Context: an optimization exercise on an open-source flow, tuned for small area, a short achievable clock period and few clock cycles. The choices shown serve that exercise and are no tape-out recipe. In this exercise RTL edits were held to simulation tests only and were not proved equivalent to the original. Power and IR drop assume default switching activity.

`flow/design.v`:
```
module mbf_wtx (
    input  wire        clk,
    input  wire        rst,
    input  wire        tx_start,
    input  wire [15:0] tx_cmd,
    input  wire [15:0] tx_len,
    input  wire        tx_flip,
    input  wire        tx_ack,
    output reg         tx_busy,
    output reg         tx_done,
    output reg         tx_oversize,
    input  wire        tx_in_valid,
    input  wire [31:0] tx_in_data,
    output wire        tx_in_ready,
    output reg         pkt_valid,
    output reg  [31:0] pkt_data,
    output reg         pkt_last,
    input  wire        pkt_ready
);
    reg        idle;       
    reg        c_act;      
    reg        c_fin;      
    reg        c_flip;
    reg        c_ack;
    reg [3:0]  c_lidx;     
    reg [5:0]  r6;         
    reg [3:0]  pidx;
    reg [3:0]  wpos;
    reg [15:0] carry;
    reg        sk_e;       
    reg        sk_f;       
    reg        pv_n;       
    reg [31:0] sk_d;
    assign tx_in_ready = sk_e;
    wire       in_fire = tx_in_valid & ~sk_f;
    wire [31:0] s_word = sk_f ? sk_d : tx_in_data;
    wire       s_avail = sk_f | tx_in_valid;
    wire       w0    = (wpos == 4'd0);
    wire       even  = ~pidx[0];
    reg        lastp;      
    reg  [3:0] mb;         
    reg        need_s;     
    function automatic [4:0] pos_flags(input p_odd, input [3:0] w, input [3:0] wm1,
                                       input lp, input [5:0] lplen);
        reg       w_lt, w_eq, w_eq1;
        reg [3:0] m;
        begin
            w_lt  = (w < lplen[5:2]);
            w_eq  = (w == lplen[5:2]);
            w_eq1 = (wm1 == lplen[5:2]) & (w != 4'd0);
            m[0] = ~lp | w_lt | w_eq | (w_eq1 & (lplen[1:0] == 2'd3));
            m[1] = ~lp | w_lt | w_eq;
            m[2] = ~lp | w_lt | (w_eq & (lplen[1:0] != 2'd0));
            m[3] = ~lp | w_lt | (w_eq & lplen[1]);
            pos_flags = {p_odd ? ((w != 4'd0) & m[0]) : m[2], m};
        end
    endfunction
    wire [3:0] wpos_n  = wpos + 4'd1;
    wire [3:0] pidx_n  = pidx + 4'd1;
    wire       pend    = (wpos == 4'd15);
    wire       lastp_n = pend ? (pidx_n == c_lidx) : lastp;
    wire [5:0] r6_n    = pend ? r6 + 6'd2 : r6;           
    wire [4:0] fl_step = pos_flags(pend ? pidx_n[0] : pidx[0], wpos_n, wpos, lastp_n, r6_n);
    wire       out_free = pv_n | pkt_ready;
    wire       step     = c_act & out_free & (~need_s | s_avail);
    wire       consume  = step & need_s;
    wire       fin_xfer = c_fin & ~pv_n & pkt_ready;
    wire [15:0] hdr = {pidx, c_lidx, c_flip, c_ack, lastp ? r6 : 6'd62};
    reg  [31:0] word;
    always @(*) begin
        case ({w0, even})
            2'b11:   word = {s_word[15:0], hdr};
            2'b10:   word = {carry, hdr};
            2'b01:   word = {s_word[15:0], carry};
            default: word = s_word;
        endcase
    end
    wire [31:0] word_m = word & {{8{mb[3]}}, {8{mb[2]}}, {8{mb[1]}}, {8{mb[0]}}};
    wire [9:0] len    = tx_len[9:0];
    wire       ovs_in = (tx_len[15:10] != 6'd0) || (len[9:5] == 5'd31) ||
                        ((len[9:5] == 5'd30) && (len[4:2] == 3'd7) && (len[1:0] != 2'd0));
    wire [15:1] th;
    assign th[1]  = (len >= 10'd59);
    assign th[2]  = (len >= 10'd121);
    assign th[3]  = (len >= 10'd183);
    assign th[4]  = (len >= 10'd245);
    assign th[5]  = (len >= 10'd307);
    assign th[6]  = (len >= 10'd369);
    assign th[7]  = (len >= 10'd431);
    assign th[8]  = (len >= 10'd493);
    assign th[9]  = (len >= 10'd555);
    assign th[10] = (len >= 10'd617);
    assign th[11] = (len >= 10'd679);
    assign th[12] = (len >= 10'd741);
    assign th[13] = (len >= 10'd803);
    assign th[14] = (len >= 10'd865);
    assign th[15] = (len >= 10'd927);
    wire [3:0] n_m1;
    assign n_m1[3] = th[8];
    assign n_m1[2] = (th[4] & ~th[8]) | th[12];
    assign n_m1[1] = (th[2] & ~th[4]) | (th[6] & ~th[8]) | (th[10] & ~th[12]) | th[14];
    assign n_m1[0] = (th[1] & ~th[2]) | (th[3] & ~th[4]) | (th[5] & ~th[6]) | (th[7] & ~th[8]) |
                     (th[9] & ~th[10]) | (th[11] & ~th[12]) | (th[13] & ~th[14]) | th[15];
    wire [5:0] len4   = len[5:0] + 6'd4;                   
    wire [5:0] plen0  = th[1] ? 6'd62 : len4;
    wire [4:0] fl_acc = th[1] ? 5'b11111
                              : {len != 10'd0, len[9:1] != 9'd0, len != 10'd0, 2'b11};
    wire       acc    = tx_start & idle;
    wire       acc_pk = acc & ~ovs_in;
    always @(posedge clk) begin
        if (!sk_f)
            sk_d <= tx_in_data;
        if (rst) begin
            sk_e <= 1'b1;
            sk_f <= 1'b0;
        end else begin
            sk_e <= sk_f ? consume : ~(in_fire & ~consume);
            sk_f <= sk_f ? ~consume : (in_fire & ~consume);
        end
        if (rst) begin
            tx_busy     <= 1'b0;
            idle        <= 1'b1;
            c_act       <= 1'b0;
            c_fin       <= 1'b0;
            pkt_valid   <= 1'b0;
            pv_n        <= 1'b1;
            tx_done     <= 1'b0;
            tx_oversize <= 1'b0;
        end else begin
            tx_done     <= fin_xfer | (acc & ovs_in);
            tx_oversize <= acc & ovs_in;
            if (acc_pk) begin
                tx_busy <= 1'b1;
                idle    <= 1'b0;
            end else if (fin_xfer) begin
                tx_busy <= 1'b0;
                idle    <= 1'b1;
            end
            if (fin_xfer)
                c_fin <= 1'b0;
            if (acc) begin
                c_act     <= ~ovs_in;
                c_flip    <= tx_flip;
                c_ack     <= tx_ack;
                c_lidx    <= n_m1;
                r6        <= len4;
                lastp     <= ~th[1];
                {need_s, mb} <= fl_acc;
                pidx      <= 4'd0;
                wpos      <= 4'd1;
                carry     <= tx_len;
                pkt_valid <= ~ovs_in;
                pv_n      <= ovs_in;
                pkt_data  <= {tx_cmd, 4'd0, n_m1, tx_flip, tx_ack, plen0};
                pkt_last  <= 1'b0;
            end else if (step) begin
                pkt_valid <= 1'b1;
                pv_n      <= 1'b0;
                pkt_data  <= word_m;
                pkt_last  <= pend;
                wpos      <= wpos_n;
                lastp     <= lastp_n;
                r6        <= r6_n;
                {need_s, mb} <= fl_step;
                if (even && need_s)
                    carry <= s_word[31:16];
                if (pend) begin
                    pidx  <= pidx_n;
                    if (lastp) begin
                        c_act <= 1'b0;
                        c_fin <= 1'b1;
                    end
                end
            end else if (pkt_ready) begin
                pkt_valid <= 1'b0;
                pv_n      <= 1'b1;
            end
        end
    end
endmodule
module mbf_wrx (
    input  wire        clk,
    input  wire        rst,
    input  wire        rx_strict,
    input  wire        rx_valid,
    input  wire [31:0] rx_data,
    input  wire        rx_last,
    input  wire [2:0]  rx_cnt,
    output reg         rd_valid,
    output reg  [31:0] rd_data,
    output reg  [2:0]  rd_cnt,
    output reg         res_valid,
    output reg  [1:0]  res_kind,
    output reg  [3:0]  res_err,
    output wire [15:0] res_cmd,
    output wire [15:0] res_len
);
    localparam [15:0] CMD_DBG_MESSAGE = 16'hF001;
    localparam [15:0] CMD_ID_RETRY    = 16'hF002;
    localparam [1:0] KIND_MESSAGE = 2'd0;
    localparam [1:0] KIND_RETRY   = 2'd1;
    localparam [1:0] KIND_DEBUG   = 2'd2;
    localparam [1:0] KIND_FAIL    = 2'd3;
    localparam [3:0] ERR_NONE         = 4'h0;
    localparam [3:0] ERR_LEN_MISMATCH = 4'h2;
    localparam [3:0] ERR_BAD_PACKET   = 4'h3;
    localparam [3:0] ERR_INCONSISTENT = 4'h4;
    localparam [3:0] ERR_TOO_LONG     = 4'h5;
    reg        first;        
    reg [4:0]  k;            
    reg [4:0]  nidx;         
    reg [3:0]  tot0;
    reg [10:0] need;         
    reg        len_big;      
    reg        lenok1;       
    reg        p0ge4;        
    reg [15:0] cmd_q;
    reg [9:0]  len_q;        
    reg        cmd_dbg;      
    reg        cmd_rty;      
    reg        w0;           
    reg        w1;           
    reg [6:0]  t_q;          
    reg [5:0]  plen_q;
    reg [3:0]  idx_q;
    reg [3:0]  tot_q;
    assign res_cmd = cmd_q;
    assign res_len = {6'd0, len_q};
    wire [2:0]  nb     = rx_cnt;
    wire [3:0]  idx_c  = w0 ? rx_data[15:12] : idx_q;
    wire [3:0]  tot_c  = w0 ? rx_data[11:8]  : tot_q;
    reg  [2:0]  tk_cnt;
    reg         tk_hi;       
    always @(*) begin
        tk_hi = 1'b0;
        if (w0) begin
            tk_hi  = 1'b1;
            tk_cnt = first ? 3'd0 :
                     (rx_data[5:1] != 5'd0) ? 3'd2 : {2'b00, rx_data[0]};
        end else if (w1 && first) begin
            tk_hi  = 1'b1;
            tk_cnt = (plen_q[5:3] != 3'd0 || plen_q[2:1] == 2'b11) ? 3'd2 :
                     (plen_q == 6'd5) ? 3'd1 : 3'd0;
        end else begin
            tk_cnt = t_q[6] ? 3'd0 : (t_q[5:0] > 6'd4) ? 3'd4 : t_q[2:0];
        end
    end
    reg         plen_ge;
    always @(*) begin
        case (nb)
            3'd2:    plen_ge = (rx_data[5:0] != 6'd0);
            3'd3:    plen_ge = (rx_data[5:1] != 5'd0);
            3'd4:    plen_ge = (rx_data[5:2] != 4'd0) || (rx_data[1:0] == 2'd3);
            3'd5:    plen_ge = (rx_data[5:2] != 4'd0);
            3'd6:    plen_ge = (rx_data[5:3] != 3'd0) || (rx_data[2] && rx_data[1:0] != 2'd0);
            3'd7:    plen_ge = (rx_data[5:3] != 3'd0) || (rx_data[2] && rx_data[1]);
            default: plen_ge = 1'b1;
        endcase
    end
    wire        short_w0 = first || plen_ge;
    wire        short_wn = (!t_q[6] && ((t_q[5:0] > 6'd4) || (nb < t_q[2:0]))) ||
                           (first && w1 && nb < 3'd2);
    wire        bad_pkt  = w0 ? short_w0 : ((plen_q == 6'd63) || short_wn);
    wire [5:0]  plen_s   = w0 ? {4'd0, rx_data[1:0]} : plen_q;
    wire        too_long = !first && (k == 5'd16);
    wire        inconsist = rx_strict &&
                            (first ? (idx_c != 4'd0)
                                   : (({1'b0, idx_c} != nidx) || (tot_c != tot0)));
    wire        complete = (idx_c == tot_c);
    wire [5:0]  len_m4   = plen_q - 6'd4;
    wire        lenok_in = (rx_data[15:0] == {10'd0, len_m4}) && (plen_q[5:2] != 4'd0);
    wire        len_ok   = first ? (w1 ? lenok_in : lenok1)
                                 : ((need == {5'd0, plen_s}) && !len_big && p0ge4);
    wire [10:0] need_k   = 11'd4 - {5'd0, plen_q};
    wire [10:0] need_1   = {1'b0, rx_data[9:0]} + need_k;
    reg  [10:0] need_nx;
    always @(*) begin
        if (!w0)
            need_nx = need - {5'd0, plen_q};
        else case (rx_data[1:0])
            2'd0:    need_nx = need;
            2'd1:    need_nx = need - 11'd1;
            default: need_nx = need - 11'd2;
        endcase
    end
    wire        ev       = rx_valid && rx_last;
    wire        fail     = bad_pkt || too_long || inconsist;
    wire        ended    = fail || complete;
    always @(posedge clk) begin
        rd_data  <= {rx_data[31:16], tk_hi ? rx_data[31:16] : rx_data[15:0]};
        rd_cnt   <= tk_cnt;
        res_kind <= fail || !len_ok      ? KIND_FAIL :
                    cmd_dbg ? KIND_DEBUG :
                    cmd_rty ? KIND_RETRY : KIND_MESSAGE;
        res_err  <= bad_pkt   ? ERR_BAD_PACKET :
                    too_long  ? ERR_TOO_LONG :
                    inconsist ? ERR_INCONSISTENT :
                    !len_ok   ? ERR_LEN_MISMATCH : ERR_NONE;
        if (rst) begin
            first     <= 1'b1;
            w0        <= 1'b1;
            w1        <= 1'b0;
            rd_valid  <= 1'b0;
            res_valid <= 1'b0;
        end else begin
            rd_valid  <= rx_valid && (tk_cnt != 3'd0);
            res_valid <= ev && ended;
            if (rx_valid) begin
                if (w0) begin
                    plen_q <= rx_data[5:0];
                    idx_q  <= rx_data[15:12];
                    tot_q  <= rx_data[11:8];
                    if (first) begin
                        cmd_q   <= rx_data[31:16];
                        cmd_dbg <= (rx_data[31:16] == CMD_DBG_MESSAGE);
                        cmd_rty <= (rx_data[31:16] == CMD_ID_RETRY);
                    end
                end
                if (first && w1) begin
                    len_q   <= rx_data[9:0];
                    len_big <= (rx_data[15:10] != 6'd0);
                    lenok1  <= lenok_in;
                    need    <= need_1;
                end
                if (rx_last) begin
                    w0    <= 1'b1;
                    w1    <= 1'b0;
                    first <= ended;
                    k     <= first ? 5'd1 : k + 5'd1;
                    if (!first) need <= need_nx;
                    nidx  <= {1'b0, idx_c} + 5'd1;
                    if (first) begin
                        tot0  <= tot_c;
                        p0ge4 <= (plen_q[5:2] != 4'd0);
                    end
                end else begin
                    w0 <= 1'b0;
                    w1 <= w0;
                    if (w0)
                        t_q <= {1'b0, rx_data[5:0]} - 7'd2;
                    else if (!t_q[6])
                        t_q <= t_q - 7'd4;
                end
            end
        end
    end
endmodule
module mbf_framer32 (
    input  wire        clk,
    input  wire        rst,
    input  wire        tx_start,
    input  wire [15:0] tx_cmd,
    input  wire [15:0] tx_len,
    input  wire        tx_flip,
    input  wire        tx_ack,
    output wire        tx_busy,
    output wire        tx_done,
    output wire        tx_oversize,
    input  wire        tx_in_valid,
    input  wire [31:0] tx_in_data,
    output wire        tx_in_ready,
    output wire        pkt_valid,
    output wire [31:0] pkt_data,
    output wire        pkt_last,
    input  wire        pkt_ready,
    input  wire        rx_strict,
    input  wire        rx_valid,
    input  wire [31:0] rx_data,
    input  wire        rx_last,
    input  wire [2:0]  rx_cnt,
    output wire        rd_valid,
    output wire [31:0] rd_data,
    output wire [2:0]  rd_cnt,
    output wire        res_valid,
    output wire [1:0]  res_kind,
    output wire [3:0]  res_err,
    output wire [15:0] res_cmd,
    output wire [15:0] res_len
);
    mbf_wtx u_tx (
        .clk(clk), .rst(rst),
        .tx_start(tx_start), .tx_cmd(tx_cmd), .tx_len(tx_len),
        .tx_flip(tx_flip), .tx_ack(tx_ack),
        .tx_busy(tx_busy), .tx_done(tx_done), .tx_oversize(tx_oversize),
        .tx_in_valid(tx_in_valid), .tx_in_data(tx_in_data), .tx_in_ready(tx_in_ready),
        .pkt_valid(pkt_valid), .pkt_data(pkt_data), .pkt_last(pkt_last),
        .pkt_ready(pkt_ready)
    );
    mbf_wrx u_rx (
        .clk(clk), .rst(rst),
        .rx_strict(rx_strict), .rx_valid(rx_valid), .rx_data(rx_data),
        .rx_last(rx_last), .rx_cnt(rx_cnt),
        .rd_valid(rd_valid), .rd_data(rd_data), .rd_cnt(rd_cnt),
        .res_valid(res_valid), .res_kind(res_kind), .res_err(res_err),
        .res_cmd(res_cmd), .res_len(res_len)
    );
endmodule
```
`flow/flow/run.sh`:
```
#!/bin/bash
set -euo pipefail
export BUFFER_PORTS_ARGS="-buffer_cell sky130_fd_sc_hd__buf_1"
export SETUP_SLACK_MARGIN=5.35
bash standard.sh > standard.log 2>&1
```
`flow/standard.sh`:
```
#!/bin/bash
# synth_recipe.tcl (not shown) runs the flow's synth.tcl, then flattens the netlist and writes it again
# the make line also repeats each setting of config.mk as NAME=value (left out here)
make -C /OpenROAD-flow-scripts/flow DESIGN_CONFIG=/design/flow/config.mk WORK_HOME=/design/flow/orfs CLKGATE_MAP_FILE= SYNTH_SCRIPT=/design/flow/synth_recipe.tcl "${@:-finish}"
```
`flow/config.mk`:
```
export PLATFORM = sky130hd
export DESIGN_NAME = mbf_framer32
export DESIGN_NICKNAME = mbf_framer32
export VERILOG_FILES = /design/flow/design.v
export SDC_FILE = /design/flow/constraint.sdc
export NUM_CORES = 4
export LEC_CHECK = 0
export ABC_AREA = 1
export CAP_MARGIN = 20
export CORE_MARGIN = 2
export CORE_UTILIZATION = 40
export CTS_CLUSTER_DIAMETER = 120
export CTS_CLUSTER_SIZE = 24
export SLEW_MARGIN = 20
```
`flow/constraint.sdc`:
```
create_clock -name core_clock -period 8.0 [get_ports {clk}]
set_input_delay 1.6000 -clock core_clock [delete_from_list [all_inputs] [get_ports {clk}]]
set_output_delay 1.6000 -clock core_clock [all_outputs]
set_load 0.01 [all_outputs]
```
==> results_dict.tcl, run 1 <==
set metrics [dict create \
    final_core_util 0.496 \
    hold_viol_final 0 \
    die_w_um 180 \
    initial_core_util 0.406 \
    fmax_ghz 0.370 \
    fin_nets 1808 \
    insertion_delay_ns 0.51 \
    synth_edf_count 152 \
    rows 64 \
    routed_wl_um 36400 \
    crit_type "input port to register" \
    clock-sinks 239 \
    setup_tns_ns 0 \
    ios 222 \
    cap_violations 0 \
    final_common_cell "nand2_1" \
    status "timing/DRC/antenna clean" \
    dieArea_um2 32400 \
    syn_to_final_growth_pct 22.1 \
    rsz0062_at_grt "yes" \
    ant_nets 0 \
    synth-seq-area-share 0.509 \
    period_share 0.337 \
    vias 10900 \
    clk_pin_slew_ns 0.12 \
    grt_max_degree 38 \
    cts_tree "yes" \
    synth-seq-cells 239 \
    cp_slowest_cell "fa_2" \
    cts_max_level 1 \
    final_cell_mix "297 x nand2_1, 159 x buf_1, 152 x edfxtp_1" \
    drt_iter0_drc 745 \
    finalWorstSetupSlack_ns 5.30 \
    first_pass_iters 5 \
    worstPathCellList "buf_12 -> ha_4 -> fa_2 -> nand3_2 -> nand2_2 -> a21oi_2 -> o21bai_1 -> xor2_1 -> nand2_1 -> nand3_2 -> nand2_1" \
    leakage_nw 6.16 \
    numCtsBuffers 13 \
    hpwl_um 26700 \
    grt_first_pass_wirelength_um 56700 \
    worstSetupStartpointType "input port" \
    coreArea_um2 30500 \
    relSlewSlack 0.455 \
    drive_above_1_share 0.171 \
    critPathMaxStageDelay_ns 0.35 \
    antenna_found_initial 2 \
    wl_per_cell_um 17.8 \
    min_period_ns 2.70 \
    vdd_drop_max_v 0.000130 \
    synthCells 1416 \
    synth_area_um2 12400 \
    grtUsageTotal 0.217 \
    tightestPinTransition_ns 0.815 \
    die_height_um 180 \
    worstSetupEndpointType "register" \
    avgSynthCellArea_um2 8.75 \
    fin_skew_ns 0.0364 \
    drv_slew 0 \
    place.port_buffers 214 \
    ys_types 55 \
    cpLargestDelayFamily "adder cells" \
    crit_arrival_ns 2.99 \
    async_reset_ff_frac 0 \
    gr-total-overflow 0 \
    routed_via_density 5.32 \
    p_per_area_nw_per_um2 176 \
    root_buffer "clkbuf_16" \
    ys_dominant_reg_cell "edfxtp_1" \
    drcViolationCount 0 \
    yosys_warnings 2 \
    dp_slack_ns 4.07 \
    path_buf_inv 1 \
    hp-class "register to register" \
    routabilityCongestion 0.866 \
    cp.required_ns 8.29 \
    grt_pass1_vias 10500 \
    postCtsHoldBufs 0 \
    setup_viol 0 \
    hold_slack_ns 0.468 \
    cp_max_fo 2 \
    cts.path.max_buffers 3 \
]
-- stage by stage --
| step | cells | total power, W | instance area, um^2 |
|---|---|---|---|
| 5_1_grt | 2049 | 0.00278 | 15100 |
| 4_1_cts | 2035 | 0.00265 | 14700 |
| 3_5_place_dp | 1989 | 0.00192 | 13900 |
| 3_3_place_gp | 1989 | 0.00191 | 13900 |
| 2_1_floorplan | 1422 | 0.00177 | 12900 |
| 6_report | 2049 | 0.00267 | 15100 |
-- registers in the layout, summed over array words and instances (netlist names), 4 cells and up --
name / count
u_rx.rd_data: 32
u_tx.pkt_data: 32
u_tx.sk_d: 32
u_rx.cmd_q: 16
u_tx.carry: 16
u_rx.need: 11
u_rx.len_q: 10
u_rx.t_q: 7
u_rx.plen_q: 6
u_tx.r6: 6
u_rx.k: 5
u_rx.nidx: 5
u_rx.idx_q: 4
u_rx.tot0: 4
u_rx.tot_q: 4
u_tx.c_lidx: 4
u_tx.mb: 4
u_tx.pidx: 4
u_tx.wpos: 4
-- worst min-delay path: cells and delay by family (launching register included) --
family	cells	cell delay, ns
buf+inv	1	0.05
flops	1	0.33
simple gates	1	0.06
-- what timing repair did --
item | in CTS | in global routing
setup endpoints to repair | 182 | 64
setup buffers | 22 | 13
pin swaps | 15 | 30
cloned | 2 | 0
gates resized for setup | 56 | 119
-- report_power, final --
| part | internal, W | switching (W) |
|---|---|---|
| logic | 0.000185 | 0.000332 |
| registers | 0.00140 | 0.0000359 |
| clock network | 0.000312 | 0.000406 |
| total | 0.00189 | 0.000774 |
-- logic make-up after synthesis --
logic type | synth area share
xor+xnor | 0.0324
fa+ha+maj | 0.0557
simple gates | 0.206
compound gates | 0.125
flops | 0.509
buf+inv | 0.0686
mux | 0.00273
other cells | 0.000303
-- path summary, 6_finish.rpt --
check | start | to | slack (ns) | depth (start not counted)
setup / recovery | rx_data[0] | u_rx.need[8] | 5.30 | 11
hold reg to reg | u_rx.cmd_dbg | u_rx.res_kind[1] | 0.47 | 2
setup reg to reg | u_rx.plen_q[2] | u_rx.need[8] | 5.43 | 13
hold / removal | u_rx.cmd_dbg | u_rx.res_kind[1] | 0.47 | 2
-- layer usage --
layer / part of all wire / track usage
met1: 0.43 / 0.286
met2: 0.47 / 0.360
met3: 0.067 / 0.0377
met4: 0.035 / 0.0800
met5: 0.00036 / 0
-- synthesized netlist by cell type (2+ instances only) --
cell type	number	area, um^2
fa_1	2	40.0
o2111ai_1	6	52.6
nand2_2	4	25.0
o21bai_1	5	37.5
a31oi_1	12	75.1
nand4_2	2	25.0
nor2_4	3	33.8
nor3b_1	2	15.0
o22ai_1	16	100
clkbuf_1	21	78.8
o21ai_1	9	45.0
clkinv_1	2	7.51
o21a_1	6	45.0
o21ai_2	4	35.0
a221oi_1	8	70.1
nor3_1	19	95.1
ha_1	52	651
o211ai_1	2	15.0
o21ai_0	116	581
nor2_1	121	454
buf_4	9	67.6
nand3b_1	2	15.0
a22o_1	4	35.0
or2_0	2	12.5
xnor2_1	9	78.8
mux2_2	3	33.8
buf_2	16	80.1
or2_2	13	81.3
o31ai_1	3	22.5
nor4_1	4	25.0
xor2_1	35	307
a21oi_1	63	315
inv_2	12	45.0
nand4_1	15	93.8
nand3_1	85	425
edfxtp_1	152	4560
nand2_1	322	1210
o32ai_1	3	26.3
inv_1	146	548
buf_6	2	22.5
a32oi_1	4	35.0
dfxtp_1	87	1740
-- layout make-up --
class                   instances  area [um^2]
multi-input cells             976         5980
clock buffers                  21          355
fillers                      2948        15400
diodes                          1         2.50
inverters                     160          663
repair buffers                254         1310
clock inverters                 1         8.76
well taps                     396          495
repair inverters                1         8.76
flip-flops and latches        239         6310
Testbench counts, summed over its fixed seeds: cycles 21,768.
==> run 2: changes to the inputs <==
==> flow/flow/run.sh (replaced) <==
#!/bin/bash
set -euo pipefail
export BUFFER_PORTS_ARGS="-buffer_cell sky130_fd_sc_hd__buf_1"
export SETUP_SLACK_MARGIN=5.3
bash standard.sh > standard.log 2>&1
--- a/flow/config.mk
+++ b/flow/config.mk
@@ -12,3 +12,4 @@
 export CTS_CLUSTER_DIAMETER = 120
 export CTS_CLUSTER_SIZE = 24
 export SLEW_MARGIN = 20
+export TNS_END_PERCENT = 50
==> run 2 against run 1 <==
  * First-iteration DRC count increased by 28%
  * Setup slack worse by 0.079 ns
  * Critical path depth decreased by 6
  * Register-to-register slack got worse by 0.09 ns
  * Cell area shrank 1.8%
  * Die area unchanged
  * Flip-flop and latch count is the same
  * Core utilization shrank 0.90 points
  * Total power increased by 1.6%
  * Synthesized cell count stayed put
  * Routed wire length decreased by 0.40%
  * Global-route usage down 0.37 points
  * Critical path type unchanged
  * Largest cell class unchanged
  * Largest power group unchanged
==> results_dict.tcl, run 2 <==
set metrics [dict create \
    period_share 0.347 \
    cp_max_fo 14 \
    final_common_cell "nand2_1" \
    rsz0062_at_grt "yes" \
    grt_first_pass_wirelength_um 55600 \
    p_switching_w 0.000781 \
    synth.area.top_cells "edfxtp_1 37%, dfxtp_1 14%, nand2_1 9.8%" \
    combPwrFrac 0.183 \
    diodes 0 \
    numCtsBuffers 14 \
    grt_max_degree 56 \
    dieArea_um2 32400 \
    min_period_ns 2.78 \
    ant_nets 0 \
    reg_top3 "u_rx.rd_data x32, u_tx.pkt_data x32, u_tx.sk_d x32" \
    clk_pin_slew_ns 0.10 \
    drcViolationCount 0 \
    internal_power_w 0.00193 \
    vdd_drop_max_v 0.000187 \
    p_clk_frac 0.289 \
    synth_edf_count 152 \
    wl_per_cell_um 17.6 \
    gr-total-overflow 0 \
    cts_max_level 1 \
    rows 64 \
    cp.required_ns 8.12 \
    hold_viol_final 0 \
    cts_tree "yes" \
    hp-class "register to register" \
    seq_power_share 0.528 \
    grtUsageTotal 0.214 \
    hpwl_um 26500 \
    fin_skew_ns 0.0388 \
    setup_tns_ns 0 \
    worstSetupEndpointType "register" \
    synth_area_um2 12400 \
    insertion_delay_ns 0.49 \
    cts.path.max_buffers 3 \
    relSlewSlack 0.456 \
    drive_above_1_share 0.131 \
    grt_pass1_vias 10200 \
    ios 222 \
    ys_dominant_reg_cell "edfxtp_1" \
    p_per_area_nw_per_um2 182 \
    synth_largest_area_cell "edfxtp_1" \
    async_reset_ff_frac 0 \
    drv_slew 0 \
    synth-seq-area-share 0.509 \
    yosys_warnings 2 \
    die_height_um 180 \
    placed_cells 1990 \
    finalNonFillerCells 2057 \
    final_cell_area_um2 14900 \
    tightestPinTransition_ns 0.809 \
    ys_top_cells_by_count "322 x nand2_1, 152 x edfxtp_1, 146 x inv_1, 121 x nor2_1, 116 x o21ai_0" \
    place.port_buffers 214 \
    vias 10800 \
    status "timing/DRC/antenna clean" \
    fin_nets 1816 \
    routed_via_density 5.26 \
    dpl_cell_area_um2 13600 \
    die_w_um 180 \
    routabilityCongestion 0.907 \
    setup_viol 0 \
    synth-seq-cells 239 \
    ys_types 55 \
    leakage_nw 6.06 \
    switching_share 0.288 \
    drt_iter0_drc 954 \
    coreArea_um2 30500 \
    initial_core_util 0.406 \
    syn_to_final_growth_pct 19.9 \
    synth_top_area_share 0.368 \
    root_buffer "clkbuf_16" \
    first_pass_iters 5 \
    synth_most_common_cell "nand2_1" \
    antenna_found_initial 0 \
    final_cell_mix "308 x nand2_1, 195 x buf_1, 152 x edfxtp_1" \
    fmax_ghz 0.360 \
    synthCells 1416 \
    crit_type "input port to register" \
    crit_arrival_ns 2.90 \
    worstSetupStartpointType "input port" \
    routed_wl_um 36300 \
    clock-sinks 239 \
    cap_violations 0 \
    avgSynthCellArea_um2 8.75 \
]
[run 2: cell types whose count changed in the layout (fill, tap and decap cells not counted), moves of 8 or more]
cell,before,now
nand2_1,297,308
clkbuf_2,28,3
nand2_2,24,15
ha_1,34,42
buf_1,159,195
buf_4,37,47
[run 2: logic make-up after synthesis]
logic type               Yosys count  synth area share
multiplexers                       3           0.00273
adder cells (fa/ha/maj)           54            0.0557
other                              1          0.000303
XOR/XNOR                          45            0.0324
AND/OR/NAND/NOR                  598             0.206
flip-flops                       239             0.509
AO/OA/AOI/OAI                    268             0.125
buffers and inverters            208            0.0686
[run 2: worst paths after layout]
check,depth (start not counted),endpoint,slack (ns),start
min,2,u_rx.res_kind[0],0.47,u_rx.cmd_rty
max,5,u_rx.tot0[0],5.22,rst
max reg2reg,13,u_rx.need[8],5.34,u_rx.plen_q[0]
min reg2reg,2,u_rx.res_kind[0],0.47,u_rx.cmd_rty
[run 2: repair_timing]
action                                  4_1_cts  5_1_grt
endpoints found under the setup margin      173      115
pin swaps                                    12       22
cloned                                        0        1
hold buffers                                  0        0
resized for setup                            61       84
setup buffers                                20       22
hold endpoints to repair                      0        0
[run 2: metal layers]
layer,vias up,GRT usage,part of all wire
met5,-,0,0
met4,0,0.0696,0.030
met3,64,0.0324,0.064
met2,407,0.345,0.46
li1,5261,-,-
met1,5081,0.295,0.45
[run 2: area by class of cell]
| class | instances | area, um^2 |
|---|---|---|
| clock buffer | 22 | 402 |
| clock inverter | 2 | 26.3 |
| fill | 2992 | 15600 |
| inverter | 160 | 651 |
| multi-input combinational | 975 | 5700 |
| sequential | 239 | 6310 |
| tap | 396 | 495 |
| timing repair buffer | 262 | 1270 |
| timing repair inverter | 1 | 11.3 |
[run 2: metrics by stage]
| step | total power [W] | worst slack [ns] | utilization | hold slack (ns) |
|---|---|---|---|---|
| 6_report | 0.00271 | 5.22 | 0.487 | 0.468 |
| 5_1_grt | 0.00283 | 5.17 | 0.487 | 0.495 |
| 4_1_cts | 0.00269 | 5.26 | 0.471 | 0.473 |
| 3_5_place_dp | 0.00190 | 4.03 | 0.446 | 0.457 |
| 3_3_place_gp | 0.00189 | 4.09 | 0.446 | 0.452 |
| 2_1_floorplan | 0.00175 | 4.75 | - | 0.431 |
[run 2: power by group through the flow]
stage	registers [W]	clock network, W	logic (W)
floorplan	0.00147	0	0.000281
global placement	0.00146	0	0.000434
detailed placement	0.00146	0	0.000438
CTS	0.00143	0.000795	0.000464
global route	0.00144	0.000840	0.000552
finish	0.00143	0.000782	0.000497
[run 2: critical path: stages]
cell,delay [ns]
buf_1,0.07
buf_4,0.20
nor2_4,0.20
clkinv_4,0.16
nor3_1,0.65
==> run 3: changes to the inputs <==
--- a/flow/config.mk
+++ b/flow/config.mk
@@ -12,4 +12,4 @@
 export CTS_CLUSTER_DIAMETER = 120
 export CTS_CLUSTER_SIZE = 24
 export SLEW_MARGIN = 20
-export TNS_END_PERCENT = 50
+export TNS_END_PERCENT = 20
==> run 3 against run 2 <==
  * Clock-buffer cell count down 1
  * Maximum frequency down 0.48%
  * Still clean on timing, DRC and antenna
  * Area after synthesis unchanged
==> results_dict.tcl, run 3 <==
set metrics [dict create \
    hold_viol_final 0 \
    period_share 0.349 \
    ys_dominant_reg_cell "edfxtp_1" \
    setup_viol 0 \
    synthCells 1416 \
    synth-seq-area-share 0.509 \
    root_buffer "clkbuf_16" \
    rsz0062_at_grt "yes" \
    routabilityCongestion 0.908 \
    postCtsHoldBufs 0 \
    worstSetupEndpointType "register" \
    rows 64 \
    synth_edf_count 152 \
    synth_top_area_share 0.368 \
    coreArea_um2 30500 \
    grt_first_pass_wirelength_um 54700 \
    insertion_delay_ns 0.49 \
    async_reset_ff_frac 0 \
    syn_to_final_growth_pct 21.4 \
    synth_area_um2 12400 \
    numCtsBuffers 13 \
    regArea_um2 6310 \
    gr-total-overflow 0 \
    final_common_cell "nand2_1" \
    ant_nets 0 \
    crit_type "input port to register" \
    ys_top_cells_by_count "322 x nand2_1, 152 x edfxtp_1, 146 x inv_1, 121 x nor2_1, 116 x o21ai_0" \
    yosys_warnings 2 \
    synth_most_common_cell "nand2_1" \
    first_pass_iters 5 \
    crit_arrival_ns 3.05 \
    fmax_ghz 0.358 \
    clk_pin_slew_ns 0.10 \
    synth_largest_area_cell "edfxtp_1" \
    ios 222 \
    cts_tree "yes" \
    antenna_found_initial 0 \
    initial_core_util 0.406 \
    vdd_drop_max_v 0.000123 \
    diodes 0 \
    place.port_buffers 214 \
    vias 10800 \
    status "timing/DRC/antenna clean" \
    final_cell_mix "299 x nand2_1, 192 x buf_1, 152 x edfxtp_1" \
    hp-class "register to register" \
    routed_wl_um 35900 \
    grt_max_degree 44 \
    p_total_w 0.00264 \
    wl_per_cell_um 17.4 \
    fin_skew_ns 0.0277 \
    cts_max_level 1 \
    tightestPinTransition_ns 0.826 \
    multi_input_area_um2 5880 \
    drcViolationCount 0 \
    grtUsageTotal 0.210 \
    setup_tns_ns 0 \
    dieArea_um2 32400 \
    fin_nets 1822 \
    min_period_ns 2.79 \
    hpwl_um 26300 \
    routed_via_density 5.26 \
    synth-seq-cells 239 \
    worstSetupStartpointType "input port" \
    p_per_area_nw_per_um2 176 \
    cp_max_fo 7 \
    die_w_um 180 \
    drive_above_1_share 0.147 \
    synth.area.top_cells "edfxtp_1 37%, dfxtp_1 14%, nand2_1 9.8%" \
    relSlewSlack 0.448 \
    die_height_um 180 \
    avgSynthCellArea_um2 8.75 \
    leakage_nw 6.09 \
    cts.path.max_buffers 3 \
    ys_types 55 \
    drv_slew 0 \
    drt_iter0_drc 809 \
    cp.required_ns 8.26 \
    reg_top3 "u_rx.rd_data x32, u_tx.pkt_data x32, u_tx.sk_d x32" \
    grt_pass1_vias 10100 \
    cap_violations 0 \
    n_fill_cell 2938 \
    clock-sinks 239 \
]
==> run 3: logic make-up after synthesis <==
logic type / count (synthesis) / synth area share
simple gates: 598 / 0.206
compound gates: 268 / 0.125
flops: 239 / 0.509
buf+inv: 208 / 0.0686
fa+ha+maj: 54 / 0.0557
xor+xnor: 45 / 0.0324
mux: 3 / 0.00273
other cells: 1 / 0.000303
==> run 3: timing repair <==
action | CTS | global route
cloned | 1 | 0
setup buffers | 3 | 46
endpoints found under the setup margin | 201 | 126
pin swaps | 3 | 59
gates resized for setup | 19 | 196
==> run 3: cell type report <==
cell class	instances	share of cell area
timing repair inverter	1	0.000582
tap	396	0.0329
multi-input combinational	975	0.391
sequential	239	0.419
inverter	160	0.0423
clock buffer	21	0.0236
timing repair buffer	269	0.0906
==> run 3: path summary, 6_finish.rpt <==
| check | to | slack [ns] | start | cells after the start |
|---|---|---|---|---|
| worst max register to register | u_rx.need[7] | 5.37 | u_rx.plen_q[2] | 13 |
| worst min register to register | u_tx.c_fin | 0.47 | u_tx.c_fin | 2 |
| worst min-delay path | u_tx.c_fin | 0.47 | u_tx.c_fin | 2 |
| worst max-delay path | u_rx.need[8] | 5.21 | rx_data[0] | 11 |
==> run 3: report_power, final <==
group          switching, W  internal [W]  total, W
clock              0.000392      0.000309  0.000701
sequential        0.0000375       0.00140   0.00143
combinational      0.000326      0.000183  0.000508
total              0.000755       0.00189   0.00264
==> run 3: worst max-delay path, stage by stage <==
cell and delay, ns:
buf_12 0.11, ha_4 0.16, fa_2 0.39, nand3_2 0.08, nand2_2 0.07, a21oi_2 0.17, o21bai_1 0.10, xor2_1 0.15
nand2_1 0.08, nand3_1 0.09, nand2_1 0.05
==> run 3: stage by stage <==
| stage | hold WS [ns] | cells | setup slack (ns) | cell area [um^2] | utilization |
|---|---|---|---|---|---|
| detailed placement | 0.458 | 1990 | 3.52 | 13600 | 0.445 |
| CTS | 0.476 | 2015 | 4.97 | 14000 | 0.461 |
| global placement | 0.447 | 1990 | 3.60 | 13600 | 0.445 |
| global route | 0.490 | 2061 | 5.11 | 15000 | 0.493 |
| floorplan | 0.431 | 1422 | 4.74 | 12500 | - |
| finish | 0.473 | 2061 | 5.21 | 15000 | 0.493 |
==> run 3: routing by layer <==
metal / wire length [um] / track usage
met3: 2400 / 0.0300
met4: 954 / 0.0579
met5: 0 / 0
met1: 15700 / 0.286
met2: 16900 / 0.350
==> run 4: changes to the inputs <==
--- a/flow/config.mk
+++ b/flow/config.mk
@@ -9,7 +9,6 @@
 export CAP_MARGIN = 20
 export CORE_MARGIN = 2
 export CORE_UTILIZATION = 40
-export CTS_CLUSTER_DIAMETER = 120
-export CTS_CLUSTER_SIZE = 24
+export CTS_CLUSTER_DIAMETER = 150
+export CTS_CLUSTER_SIZE = 30
 export SLEW_MARGIN = 20
-export TNS_END_PERCENT = 20
==> run 4 against run 3 <==
  * Non-clock buffer count is 17 lower
  * Die area did not move
  * First-iteration DRC count shrank 14%
  * Cell area is 1.1% lower
  * Highest routed layer unchanged
  * Largest power group unchanged
==> results_dict.tcl, run 4 <==
set metrics [dict create \
    synth_edf_count 152 \
    reg_top3 "u_rx.rd_data x32, u_tx.pkt_data x32, u_tx.sk_d x32" \
    critPathMaxStageDelay_ns 0.29 \
    clock-sinks 239 \
    syn_to_final_growth_pct 20.1 \
    hpwl_um 27000 \
    crit_arrival_ns 2.96 \
    tightestPinTransition_ns 0.844 \
    synth_most_common_cell "nand2_1" \
    wl_per_cell_um 17.7 \
    yosys_warnings 2 \
    drive_above_1_share 0.141 \
    rsz0062_at_grt "yes" \
    drcViolationCount 0 \
    grt_pass1_vias 10100 \
    final_cell_mix "306 x nand2_1, 190 x buf_1, 152 x edfxtp_1" \
    leakage_nw 5.97 \
    synth_area_um2 12400 \
    vias 10600 \
    drt_iter0_drc 698 \
    p_per_area_nw_per_um2 174 \
    synth-seq-cells 239 \
    fin_nets 1802 \
    period_share 0.337 \
    place.port_buffers 214 \
    ys_top_cells_by_count "322 x nand2_1, 152 x edfxtp_1, 146 x inv_1, 121 x nor2_1, 116 x o21ai_0" \
    setup_viol 0 \
    dieArea_um2 32400 \
    cp_max_fo 7 \
    insertion_delay_ns 0.48 \
    synth_largest_area_cell "edfxtp_1" \
    routabilityCongestion 0.900 \
    numCtsBuffers 11 \
    gr-total-overflow 0 \
    status "timing/DRC/antenna clean" \
    cap_violations 0 \
    relSlewSlack 0.436 \
    cp_slowest_cell "ha_4" \
    routed_via_density 5.21 \
    vdd_drop_max_v 0.000112 \
    die_w_um 180 \
    dp_slack_ns 4.06 \
    worstSetupEndpointType "register" \
    hp-class "register to register" \
    die_height_um 180 \
    final_common_cell "nand2_1" \
    avgSynthCellArea_um2 8.75 \
    cts_tree "yes" \
    fin_skew_ns 0.0113 \
    grt_max_degree 56 \
    antenna_found_initial 0 \
    drv_slew 0 \
    ant_nets 0 \
    synth_top_area_share 0.368 \
    clk_pin_slew_ns 0.12 \
    grtUsageTotal 0.213 \
    cts_max_level 1 \
    hold_viol_final 0 \
    worstSetupStartpointType "input port" \
    coreArea_um2 30500 \
    diodes 0 \
    ys_dominant_reg_cell "edfxtp_1" \
    setup_tns_ns 0 \
    worstPathCellList "clkbuf_4 -> ha_4 -> a21oi_2 -> nand2_2 -> a21oi_2 -> o21bai_1 -> xor2_1 -> nand2_1 -> nand3_1 -> nand2_1" \
    min_period_ns 2.70 \
    ys_types 55 \
    synthCells 1416 \
    first_pass_iters 5 \
    routed_wl_um 36100 \
    grt_first_pass_wirelength_um 55600 \
    initial_core_util 0.406 \
    cp.required_ns 8.26 \
    cts.path.max_buffers 3 \
    synth.area.top_cells "edfxtp_1 37%, dfxtp_1 14%, nand2_1 9.8%" \
    fmax_ghz 0.371 \
    synth-seq-area-share 0.509 \
    rows 64 \
    root_buffer "clkbuf_16" \
    crit_type "input port to register" \
    postCtsHoldBufs 0 \
    finalWorstSetupSlack_ns 5.30 \
    ios 222 \
    async_reset_ff_frac 0 \
]
run 4: cell counts after synthesis:
Identical to the previous run, type by type.
run 4: final cells by class:
cell class / count / area [um^2]
clock buffers: 17 / 302
fillers: 2950 / 15600
inverters: 160 / 678
multi-input cells: 975 / 5870
flip-flops and latches: 239 / 6310
well taps: 396 / 495
repair buffers: 252 / 1230
run 4: timing repair:
item / 4_1_cts / 5_1_grt
pin swaps: 11 / 23
endpoints found under the setup margin: 169 / 86
gates resized for setup: 44 / 84
setup buffers: 19 / 13
run 4: layer usage:
metal | track usage | up-vias | wire (um) | share of wire
met5 | 0 | - | 0 | 0
met2 | 0.366 | 359 | 17200 | 0.48
met1 | 0.280 | 4977 | 15900 | 0.44
li1 | - | 5225 | - | -
met3 | 0.0328 | 57 | 2020 | 0.056
met4 | 0.0598 | 0 | 910 | 0.025
run 4: worst paths after layout:
path	depth (start not counted)	from	to	slack [ns]
setup / recovery	10	rx_data[3]	u_rx.need[8]	5.30
hold / removal	2	u_tx.tx_busy	u_tx.tx_busy	0.48
setup reg to reg	14	u_rx.plen_q[3]	u_rx.need[8]	5.40
hold reg to reg	2	u_tx.tx_busy	u_tx.tx_busy	0.48
run 4: where the power goes:
group	leakage, nW	total, W	internal, W	switching [W]
Combinational	3.68	0.000502	0.000177	0.000325
Clock	0.146	0.000647	0.000266	0.000381
Sequential	2.15	0.00144	0.00140	0.0000378
run 4: cell families (layout without fill, tap and decap cells):
| kind of cell | Yosys count | count (layout) | share of synthesized area |
|---|---|---|---|
| mux | 3 | 3 | 0.00273 |
| compound gates | 268 | 268 | 0.125 |
| xor+xnor | 45 | 45 | 0.0324 |
| other cells | 1 | 7 | 0.000303 |
| buf+inv | 208 | 429 | 0.0686 |
| simple gates | 598 | 598 | 0.206 |
| fa+ha+maj | 54 | 54 | 0.0557 |
| flops | 239 | 239 | 0.509 |
run 4: critical path, delay by kind of cell:
| family | cells | cell delay (ns) |
|---|---|---|
| simple gates | 4 | 0.29 |
| fa+ha+maj | 1 | 0.29 |
| xor+xnor | 1 | 0.14 |
| compound gates | 3 | 0.45 |
| buf+inv | 1 | 0.18 |
run 4: through the flow:
stage               instance area, um^2  utilization  hold WS, ns  instances  power [W]
global route                      14900        0.488        0.502       2039    0.00269
floorplan                         12800            -        0.431       1422    0.00177
finish                            14900        0.488        0.476       2039    0.00258
detailed placement                13900        0.456        0.457       1990    0.00192
global placement                  13900        0.456        0.448       1990    0.00191
CTS                               14500        0.475        0.476       2026    0.00257
==> run 5: changes to the inputs <==
--- a/flow/config.mk
+++ b/flow/config.mk
@@ -9,6 +9,7 @@
 export CAP_MARGIN = 20
 export CORE_MARGIN = 2
 export CORE_UTILIZATION = 40
-export CTS_CLUSTER_DIAMETER = 150
-export CTS_CLUSTER_SIZE = 30
+export CTS_CLUSTER_DIAMETER = 120
+export CTS_CLUSTER_SIZE = 24
+export GPL_TIMING_DRIVEN = 0
 export SLEW_MARGIN = 20
==> run 5 against run 4 <==
  * Critical endpoint is now u_rx.need[4]
  * Cell count is 2.8% higher
  * Clock-buffer cell count up 3
  * Clock power is 11% higher
  * Die area is the same
  * Routed wire length increased by 6.2%
  * Setup slack worse by 0.064 ns
  * Critical path depth rose by 1
  * Combinational power grew 6.2%
  * Maximum frequency decreased by 2.3%
  * Still clean on timing, DRC and antenna
  * Sequential power about the same
==> results_dict.tcl, run 5 <==
set metrics [dict create \
    status "timing/DRC/antenna clean" \
    p_total_w 0.00268 \
    setup_viol 0 \
    synth_xor_xnor_area_share 0.0324 \
    synth_area_um2 12400 \
    final_cell_mix "304 x nand2_1, 191 x buf_1, 152 x edfxtp_1" \
    cp_max_fo 2 \
    rsz0062_at_grt "yes" \
    min_period_ns 2.76 \
    hp-class "register to register" \
    coreArea_um2 30500 \
    grt_pass1_vias 10600 \
    numCtsBuffers 13 \
    wl_per_cell_um 18.3 \
    fmax_ghz 0.362 \
    grt.met3_usage 0.0326 \
    drt_iter0_drc 867 \
    cp_slowest_cell "fa_2" \
    worstSetupStartpointType "input port" \
    synth_largest_area_cell "edfxtp_1" \
    critPathMaxStageDelay_ns 0.35 \
    finalWorstSetupSlack_ns 5.24 \
    leakage_nw 6.22 \
    hpwl_um 29200 \
    regArea_um2 6310 \
    ys_types 55 \
    avgSynthCellArea_um2 8.75 \
    root_buffer "clkbuf_16" \
    cts.path.max_buffers 3 \
    n_fill_cell 2892 \
    synthMuxAreaShare 0.00273 \
    fin_nets 1857 \
    synth.area.top_cells "edfxtp_1 37%, dfxtp_1 14%, nand2_1 9.8%" \
    gr-total-overflow 0 \
    synth-adder-area-share 0.0557 \
    die_w_um 180 \
    synth_edf_count 152 \
    crit_type "input port to register" \
    synth_most_common_cell "nand2_1" \
    first_pass_iters 6 \
    multi_input_area_um2 5810 \
    clock-sinks 239 \
    setup_tns_ns 0 \
    fin_skew_ns 0.0341 \
    hold_slack_ns 0.474 \
    synth-simple-area-share 0.206 \
    cpMostUsedCell "buf_6" \
    clk_pin_slew_ns 0.11 \
    antenna_found_initial 1 \
    synth-seq-cells 239 \
    ys_dominant_reg_cell "edfxtp_1" \
    grt.met1_usage 0.291 \
    routabilityCongestion 0.935 \
    vias 11000 \
    ys_top_cells_by_count "322 x nand2_1, 152 x edfxtp_1, 146 x inv_1, 121 x nor2_1, 116 x o21ai_0" \
    period_share 0.345 \
    drcViolationCount 0 \
    grt_max_degree 26 \
    async_reset_ff_frac 0 \
    gr-max-usage-layer "met2" \
    dp_slack_ns 3.91 \
    grtUsageTotal 0.228 \
    tightestPinTransition_ns 0.792 \
    synthCells 1416 \
    routed_via_density 5.27 \
    cap_violations 0 \
    grt_first_pass_wirelength_um 58500 \
    synth-seq-area-share 0.509 \
    insertion_delay_ns 0.50 \
    hold_viol_final 0 \
    ant_nets 0 \
    synth_top_family_by_area "simple AND/OR/NAND/NOR gates" \
    cp.required_ns 8.34 \
    die_height_um 180 \
    final_common_cell "nand2_1" \
    drv_slew 0 \
    ios 222 \
    worstPathCellList "buf_12 -> ha_4 -> fa_2 -> nand3_2 -> nand2_2 -> buf_6 -> buf_6 -> buf_6 -> xor2_1 -> nand2_1 -> a32oi_1" \
    synth-compound-area-share 0.125 \
    worstSetupEndpointType "register" \
    yosys_warnings 2 \
    reg_top3 "u_rx.rd_data x32, u_tx.pkt_data x32, u_tx.sk_d x32" \
    rows 64 \
    grt_use_met2 0.401 \
    routed_wl_um 38300 \
    dieArea_um2 32400 \
    final_core_util 0.500 \
    cts_tree "yes" \
    vdd_drop_max_v 0.000144 \
    syn_to_final_growth_pct 23.2 \
    relSlewSlack 0.472 \
    drive_above_1_share 0.156 \
    place.port_buffers 211 \
    crit_arrival_ns 3.11 \
    synth_top_area_share 0.368 \
    initial_core_util 0.406 \
    cts_max_level 1 \
    p_per_area_nw_per_um2 176 \
]
## run 5: metal layers
metal | wire [um] | vias up
met3 | 2570 | 67
li1 | - | 5342
met2 | 18700 | 424
met4 | 1080 | 0
met5 | 0 | -
met1 | 16000 | 5215
## run 5: cell type report
type                       instances  area share
tap                              396      0.0325
buffer                            48      0.0201
clock inverter                     1    0.000574
clock buffer                      20      0.0230
sequential                       239       0.413
inverter                         160      0.0434
antenna                            1    0.000164
timing repair buffer             257      0.0862
multi-input combinational        975       0.381
## run 5: power breakdown
part | switching [W] | internal, W
Sequential | 0.0000326 | 0.00140
Clock | 0.000407 | 0.000310
Combinational | 0.000340 | 0.000193
## run 5: stage by stage
step	cells	cell area, um^2
finish	2097	15300
global route	2096	15300
CTS	2081	14900
detailed placement	2031	14200
global placement	2029	14100
floorplan	1422	12800
## run 5: final timing paths
path	startpoint	to	slack, ns	depth (start not counted)
setup / recovery	rx_data[0]	u_rx.need[4]	5.24	11
hold / removal	u_tx.c_fin	u_tx.c_fin	0.47	2
setup reg to reg	u_rx.plen_q[3]	u_rx.need[7]	5.27	14
hold reg to reg	u_tx.c_fin	u_tx.c_fin	0.47	2
## run 5: worst max-delay path, delay by kind of cell
| family | cells | cell delay [ns] |
|---|---|---|
| buffers and inverters | 4 | 0.42 |
| XOR/XNOR | 1 | 0.15 |
| adder cells (fa/ha/maj) | 2 | 0.51 |
| AND/OR/NAND/NOR | 3 | 0.24 |
| AO/OA/AOI/OAI | 1 | 0.18 |
## run 5: kinds of logic after synthesis
logic type,after synthesis
AO/OA/AOI/OAI,268
buffers and inverters,208
adder cells (fa/ha/maj),54
flip-flops,239
XOR/XNOR,45
multiplexers,3
AND/OR/NAND/NOR,598
other,1
## run 5: repair_timing
| item | in CTS | in global routing |
|---|---|---|
| buffers inserted | 29 | 15 |
| gates resized for setup | 52 | 69 |
| setup endpoints to repair | 172 | 35 |
| hold buffers | 0 | 0 |
| pin swaps | 16 | 36 |
==> run 6: changes to the inputs <==
--- a/flow/config.mk
+++ b/flow/config.mk
@@ -11,5 +11,4 @@
 export CORE_UTILIZATION = 40
 export CTS_CLUSTER_DIAMETER = 120
 export CTS_CLUSTER_SIZE = 24
-export GPL_TIMING_DRIVEN = 0
 export SLEW_MARGIN = 20
==> run 6 against run 5 <==
  * Total power shrank 0.97%
  * Critical path depth fell by 10
  * Core utilization is 0.91 points lower
  * Non-clock buffer count decreased by 48
  * Flip-flop and latch count stayed put
  * Routed wire length decreased by 5.2%
  * Register-to-register slack better by 0.13 ns
  * Critical path type is now register to output pin
==> results_dict.tcl, run 6 <==
set metrics [dict create \
    avgSynthCellArea_um2 8.75 \
    drcViolationCount 0 \
    crit_type "register to output pin" \
    postCtsHoldBufs 0 \
    n_fill_cell 2957 \
    ant_nets 0 \
    reg_top3 "u_rx.rd_data x32, u_tx.pkt_data x32, u_tx.sk_d x32" \
    switching_share 0.289 \
    p_switching_w 0.000766 \
    wl_per_cell_um 17.7 \
    setup_tns_ns 0 \
    grt_first_pass_wirelength_um 56100 \
    drt_iter0_drc 719 \
    gr-total-overflow 0 \
    tightestPinTransition_ns 0.836 \
    clk_pin_slew_ns 0.10 \
    ys_types 55 \
    rows 64 \
    synth_largest_area_cell "edfxtp_1" \
    drive_above_1_share 0.147 \
    p_per_area_nw_per_um2 177 \
    cp_max_fo 1 \
    leakage_nw 6.05 \
    setup_viol 0 \
    cpLargestDelayFamily "flip-flops" \
    rsz0062_at_grt "yes" \
    final_cell_mix "307 x nand2_1, 183 x buf_1, 152 x edfxtp_1" \
    ys_dominant_reg_cell "edfxtp_1" \
    routed_wl_um 36300 \
    final_core_util 0.491 \
    worstSetupStartpointType "register" \
    critPathMaxStageDelay_ns 0.45 \
    die_w_um 180 \
    synth-seq-area-share 0.509 \
    diodes 0 \
    cts_tree "yes" \
    fin_nets 1809 \
    synth.area.top_cells "edfxtp_1 37%, dfxtp_1 14%, nand2_1 9.8%" \
    initial_core_util 0.406 \
    r2r_start "u_rx.plen_q[1]" \
    fin_skew_ns 0.0123 \
    status "timing/DRC/antenna clean" \
    hpwl_um 27000 \
    seq_power_share 0.540 \
    fmax_ghz 0.371 \
    internal_power_w 0.00189 \
    clock-sinks 239 \
    combPwrFrac 0.190 \
    grtUsageTotal 0.215 \
    routed_via_density 5.22 \
    cts_max_level 1 \
    insertion_delay_ns 0.49 \
    path_buf_inv 1 \
    dieArea_um2 32400 \
    final_common_cell "nand2_1" \
    vdd_drop_max_v 0.000120 \
    min_period_ns 2.70 \
    hold_viol_final 0 \
    vias 10700 \
    ios 222 \
    die_height_um 180 \
    grt_max_degree 56 \
    cp.required_ns 6.40 \
    synth_most_common_cell "nand2_1" \
    antenna_found_initial 0 \
    hp-class "register to register" \
    ys_top_cells_by_count "322 x nand2_1, 152 x edfxtp_1, 146 x inv_1, 121 x nor2_1, 116 x o21ai_0" \
    cp_slowest_cell "edfxtp_1" \
    coreArea_um2 30500 \
    period_share 0.337 \
    syn_to_final_growth_pct 21.0 \
    cap_violations 0 \
    relSlewSlack 0.441 \
    cts.path.max_buffers 3 \
    worstPathCellList "clkbuf_2" \
    first_pass_iters 5 \
    synthCells 1416 \
    root_buffer "clkbuf_16" \
    grt_pass1_vias 10200 \
    routabilityCongestion 0.900 \
    numCtsBuffers 13 \
    place.port_buffers 214 \
    min_from "u_tx.tx_busy" \
    drv_slew 0 \
    worstSetupEndpointType "output pin" \
    synth_top_area_share 0.368 \
    synth-seq-cells 239 \
    synth_area_um2 12400 \
    startpoint "u_tx.pkt_data[8]" \
    synth_edf_count 152 \
    crit_arrival_ns 1.10 \
    p_clk_frac 0.269 \
    yosys_warnings 2 \
    async_reset_ff_frac 0 \
]
## run 6: cell counts after synthesis
Identical to the previous run, type by type.
## run 6: per-layer routing
metal  part of all wire  track usage  vias to the layer above
met5                  0            0                        -
met4              0.027       0.0637                        0
met3              0.057       0.0326                       62
met2               0.48        0.364                      357
met1               0.44        0.286                     5024
li1                   -            -                     5244
## run 6: logic make-up after synthesis
logic type                 count (synthesis)  synth area share
AOI/OAI and AO/OA                        268             0.125
xor gates and xnor gates                  45            0.0324
adders and majority gates                 54            0.0557
buffers and inverters                    208            0.0686
DFF                                      239             0.509
muxes                                      3           0.00273
other                                      1          0.000303
and+or+nand+nor                          598             0.206
## run 6: tightest hold or removal path, delay by kind of cell (launching register included)
family / cells / cell delay, ns
flops: 1 / 0.32
compound gates: 1 / 0.05
simple gates: 1 / 0.06
## run 6: final timing paths
kind	slack, ns	cells past startpoint	to
setup reg to reg	5.40	13	u_rx.need[9]
hold reg to reg	0.48	2	u_tx.tx_busy
setup / recovery	5.30	1	pkt_data[8]
hold / removal	0.48	2	u_tx.tx_busy
## run 6: power by group through the flow
| stage | Sequential (W) | Clock (W) | Combinational [W] |
|---|---|---|---|
| global route | 0.00144 | 0.000779 | 0.000561 |
| global placement | 0.00146 | 0 | 0.000450 |
| detailed placement | 0.00146 | 0 | 0.000455 |
| CTS | 0.00144 | 0.000730 | 0.000477 |
| finish | 0.00143 | 0.000715 | 0.000505 |
| floorplan | 0.00147 | 0 | 0.000299 |
## run 6: stage by stage
step | std cells | hold WS, ns | worst slack [ns] | power, W | instance area [um^2]
2_1_floorplan | 1422 | 0.431 | 4.75 | 0.00177 | 12800
3_3_place_gp | 1990 | 0.448 | 4.11 | 0.00191 | 13900
3_5_place_dp | 1990 | 0.457 | 4.06 | 0.00192 | 13900
4_1_cts | 2031 | 0.474 | 5.26 | 0.00264 | 14600
5_1_grt | 2049 | 0.501 | 5.25 | 0.00278 | 15000
6_report | 2049 | 0.476 | 5.30 | 0.00265 | 15000
## run 6: timing repair
item                                    in CTS  in global routing
buffers inserted                            19                 18
endpoints found under the setup margin     170                 78
resized for setup                           44                 84
pin swaps                                   12                 21
## run 6: cell type report
class,instances,area (um^2),share of cell area
inverter,160,681,0.0454
clock buffer,21,355,0.0237
sequential,239,6310,0.421
timing repair buffer,257,1280,0.0857
tap,396,495,0.0331
multi-input combinational,975,5860,0.391
clock inverter,1,8.76,0.000584
==> run 7: changes to the inputs <==
--- a/flow/config.mk
+++ b/flow/config.mk
@@ -11,4 +11,5 @@
 export CORE_UTILIZATION = 40
 export CTS_CLUSTER_DIAMETER = 120
 export CTS_CLUSTER_SIZE = 24
+export GPL_ROUTABILITY_DRIVEN = 0
 export SLEW_MARGIN = 20
==> run 7 against run 6 <==
  * Still clean
  * Sequential share of layout area barely moved
  * Sequential power about the same
  * Maximum frequency is 1.3% lower
  * Highest routed layer unchanged
  * Area after synthesis unchanged
  * Core utilization about the same
==> results_dict.tcl, run 7 <==
set metrics [dict create \
    status "timing/DRC/antenna clean" \
    cp_max_fo 2 \
    tightestPinTransition_ns 0.856 \
    drv_slew 0 \
    grt_pass1_vias 10300 \
    crit_type "input port to register" \
    fmax_ghz 0.366 \
    yosys_warnings 2 \
    wl_per_cell_um 17.6 \
    ios 222 \
    grtUsageTotal 0.214 \
    synth_area_um2 12400 \
    cts.path.max_buffers 3 \
    r2r_start "u_rx.plen_q[3]" \
    synth-seq-cells 239 \
    synth_edf_count 152 \
    root_buffer "clkbuf_16" \
    cts_max_level 1 \
    synth_top_area_share 0.368 \
    synthCells 1416 \
    leakage_nw 6.06 \
    min_from "u_tx.tx_busy" \
    vdd_drop_max_v 0.000138 \
    diodes 0 \
    worstPathCellList "buf_12 -> ha_4 -> fa_2 -> nand3_2 -> nand2_2 -> buf_4 -> buf_4 -> xor2_2 -> nand2_1 -> a32oi_1" \
    worstSetupEndpointType "register" \
    rows 64 \
    async_reset_ff_frac 0 \
    coreArea_um2 30500 \
    postCtsHoldBufs 0 \
    fin_nets 1806 \
    first_pass_iters 6 \
    synth_most_common_cell "nand2_1" \
    drt_iter0_drc 659 \
    clock-sinks 239 \
    antenna_found_initial 0 \
    final_cell_mix "303 x nand2_1, 187 x buf_1, 152 x edfxtp_1" \
    ant_nets 0 \
    synth-seq-area-share 0.509 \
    vias 10800 \
    period_share 0.342 \
    hp-class "register to register" \
    insertion_delay_ns 0.49 \
    drive_above_1_share 0.144 \
    die_height_um 180 \
    reg_top3 "u_rx.rd_data x32, u_tx.pkt_data x32, u_tx.sk_d x32" \
    dieArea_um2 32400 \
    final_common_cell "nand2_1" \
    hold_viol_final 0 \
    routed_wl_um 36100 \
    clk_pin_slew_ns 0.10 \
    cp.required_ns 8.32 \
    place.port_buffers 214 \
    p_per_area_nw_per_um2 181 \
    cts_tree "yes" \
    gr-total-overflow 0 \
    synth_largest_area_cell "edfxtp_1" \
    die_w_um 180 \
    synth.area.top_cells "edfxtp_1 37%, dfxtp_1 14%, nand2_1 9.8%" \
    routed_via_density 5.25 \
    numCtsBuffers 14 \
    dpl_cell_area_um2 13900 \
    rsz0062_at_grt "yes" \
    syn_to_final_growth_pct 21.0 \
    crit_arrival_ns 3.05 \
    final_cell_area_um2 15000 \
    ys_top_cells_by_count "322 x nand2_1, 152 x edfxtp_1, 146 x inv_1, 121 x nor2_1, 116 x o21ai_0" \
    ys_dominant_reg_cell "edfxtp_1" \
    worstSetupStartpointType "input port" \
    cap_violations 0 \
    min_period_ns 2.73 \
    fin_skew_ns 0.0148 \
    cpMostUsedCell "buf_4" \
    ys_types 55 \
    relSlewSlack 0.428 \
    grt_first_pass_wirelength_um 55700 \
    critPathMaxStageDelay_ns 0.35 \
    startpoint "rx_data[0]" \
    hpwl_um 26600 \
    cp_slowest_cell "fa_2" \
    setup_viol 0 \
    avgSynthCellArea_um2 8.75 \
    setup_tns_ns 0 \
    drcViolationCount 0 \
    initial_core_util 0.406 \
    grt_max_degree 56 \
]
## run 7: cell counts after synthesis
Identical to the previous run, type by type.
## run 7: path summary, 6_finish.rpt
| kind | end | slack (ns) | cells after the start |
|---|---|---|---|
| max | u_rx.need[4] | 5.27 | 10 |
| min | u_tx.tx_busy | 0.48 | 2 |
| max reg2reg | u_rx.need[8] | 5.38 | 12 |
| min reg2reg | u_tx.tx_busy | 0.48 | 2 |
## run 7: per-layer routing
layer,track usage,share of wire,vias to the layer above
met5,0,0,-
met4,0.0917,0.042,0
met1,0.279,0.43,5045
met3,0.0338,0.061,84
li1,-,-,5239
met2,0.355,0.47,382
## run 7: kinds of logic after synthesis
group / after synthesis / share of synthesized area
buf+inv: 208 / 0.0686
flops: 239 / 0.509
xor+xnor: 45 / 0.0324
fa+ha+maj: 54 / 0.0557
compound gates: 268 / 0.125
simple gates: 598 / 0.206
other cells: 1 / 0.000303
mux: 3 / 0.00273
## run 7: through the flow
step / hold slack, ns / instances / setup slack, ns / total power [W] / utilization
4_1_cts: 0.482 / 2032 / 5.25 / 0.00271 / 0.479
3_3_place_gp: 0.450 / 1990 / 4.07 / 0.00191 / 0.456
2_1_floorplan: 0.431 / 1422 / 4.75 / 0.00177 / -
5_1_grt: 0.503 / 2047 / 5.21 / 0.00284 / 0.492
6_report: 0.482 / 2047 / 5.27 / 0.00272 / 0.492
3_5_place_dp: 0.459 / 1990 / 4.04 / 0.00192 / 0.456
## run 7: worst max-delay path, delay by kind of cell
family | cells | cell delay, ns
xor gates and xnor gates | 1 | 0.12
AOI/OAI and AO/OA | 1 | 0.20
buffers and inverters | 3 | 0.37
adders and majority gates | 2 | 0.50
and+or+nand+nor | 3 | 0.25
## run 7: repair_timing
item / in CTS / in global routing
pin swaps: 11 / 32
resized for setup: 41 / 77
buffers inserted: 18 / 15
setup endpoints to repair: 162 / 75
## run 7: final cells by class
type                       instances  area (um^2)
clock buffer                      21          398
clock inverter                     3         33.8
fill                            2929        15500
inverter                         160          663
multi-input combinational        975         5860
sequential                       239         6310
tap                              396          495
timing repair buffer             253         1240
## run 7: where the power goes
| part | internal, W | switching [W] |
|---|---|---|
| clock network | 0.000358 | 0.000421 |
| registers | 0.00140 | 0.0000374 |
| logic | 0.000179 | 0.000324 |

[afterwards: timing with drivers on the ports]
In the flow no input, the clock included, has a driving cell. The finished layouts below were timed again as built, in two steps.
Step 1, drivers: a clkbuf_16 drives clk and a buf_2 each remaining input, both assumed.
Step 2 times the ports against the registers' clock, not the clock port: input delays grow and output delays shrink by t, the midpoint of the rising clock arrivals with the driver on.
Three values: ideal, step 1, step 2; two values: the first two.
run	t, ns	setup slack, ns	worst setup path at the end	worst data-port slew with drivers (ns)
run 1	0.546	5.301 / 5.250 / 4.757	input to register	0.09
run 2	0.528	5.222 / 5.250 / 4.726	input to register	0.07
run 3	0.530	5.208 / 5.213 / 4.684	input to register	0.06
run 4	0.528	5.302 / 5.265 / 4.804	input to register	0.07
run 5	0.538	5.238 / 5.245 / 4.706	input to register	0.08
run 6	0.534	5.305 / 5.252 / 4.811	input to register	0.07
run 7	0.536	5.268 / 5.250 / 4.739	input to register	0.06
After both steps setup and hold are still met in every run listed. The setup slack of run 1, which loses most, moves by -0.051 ns with the drivers and by -0.544 ns with both steps.
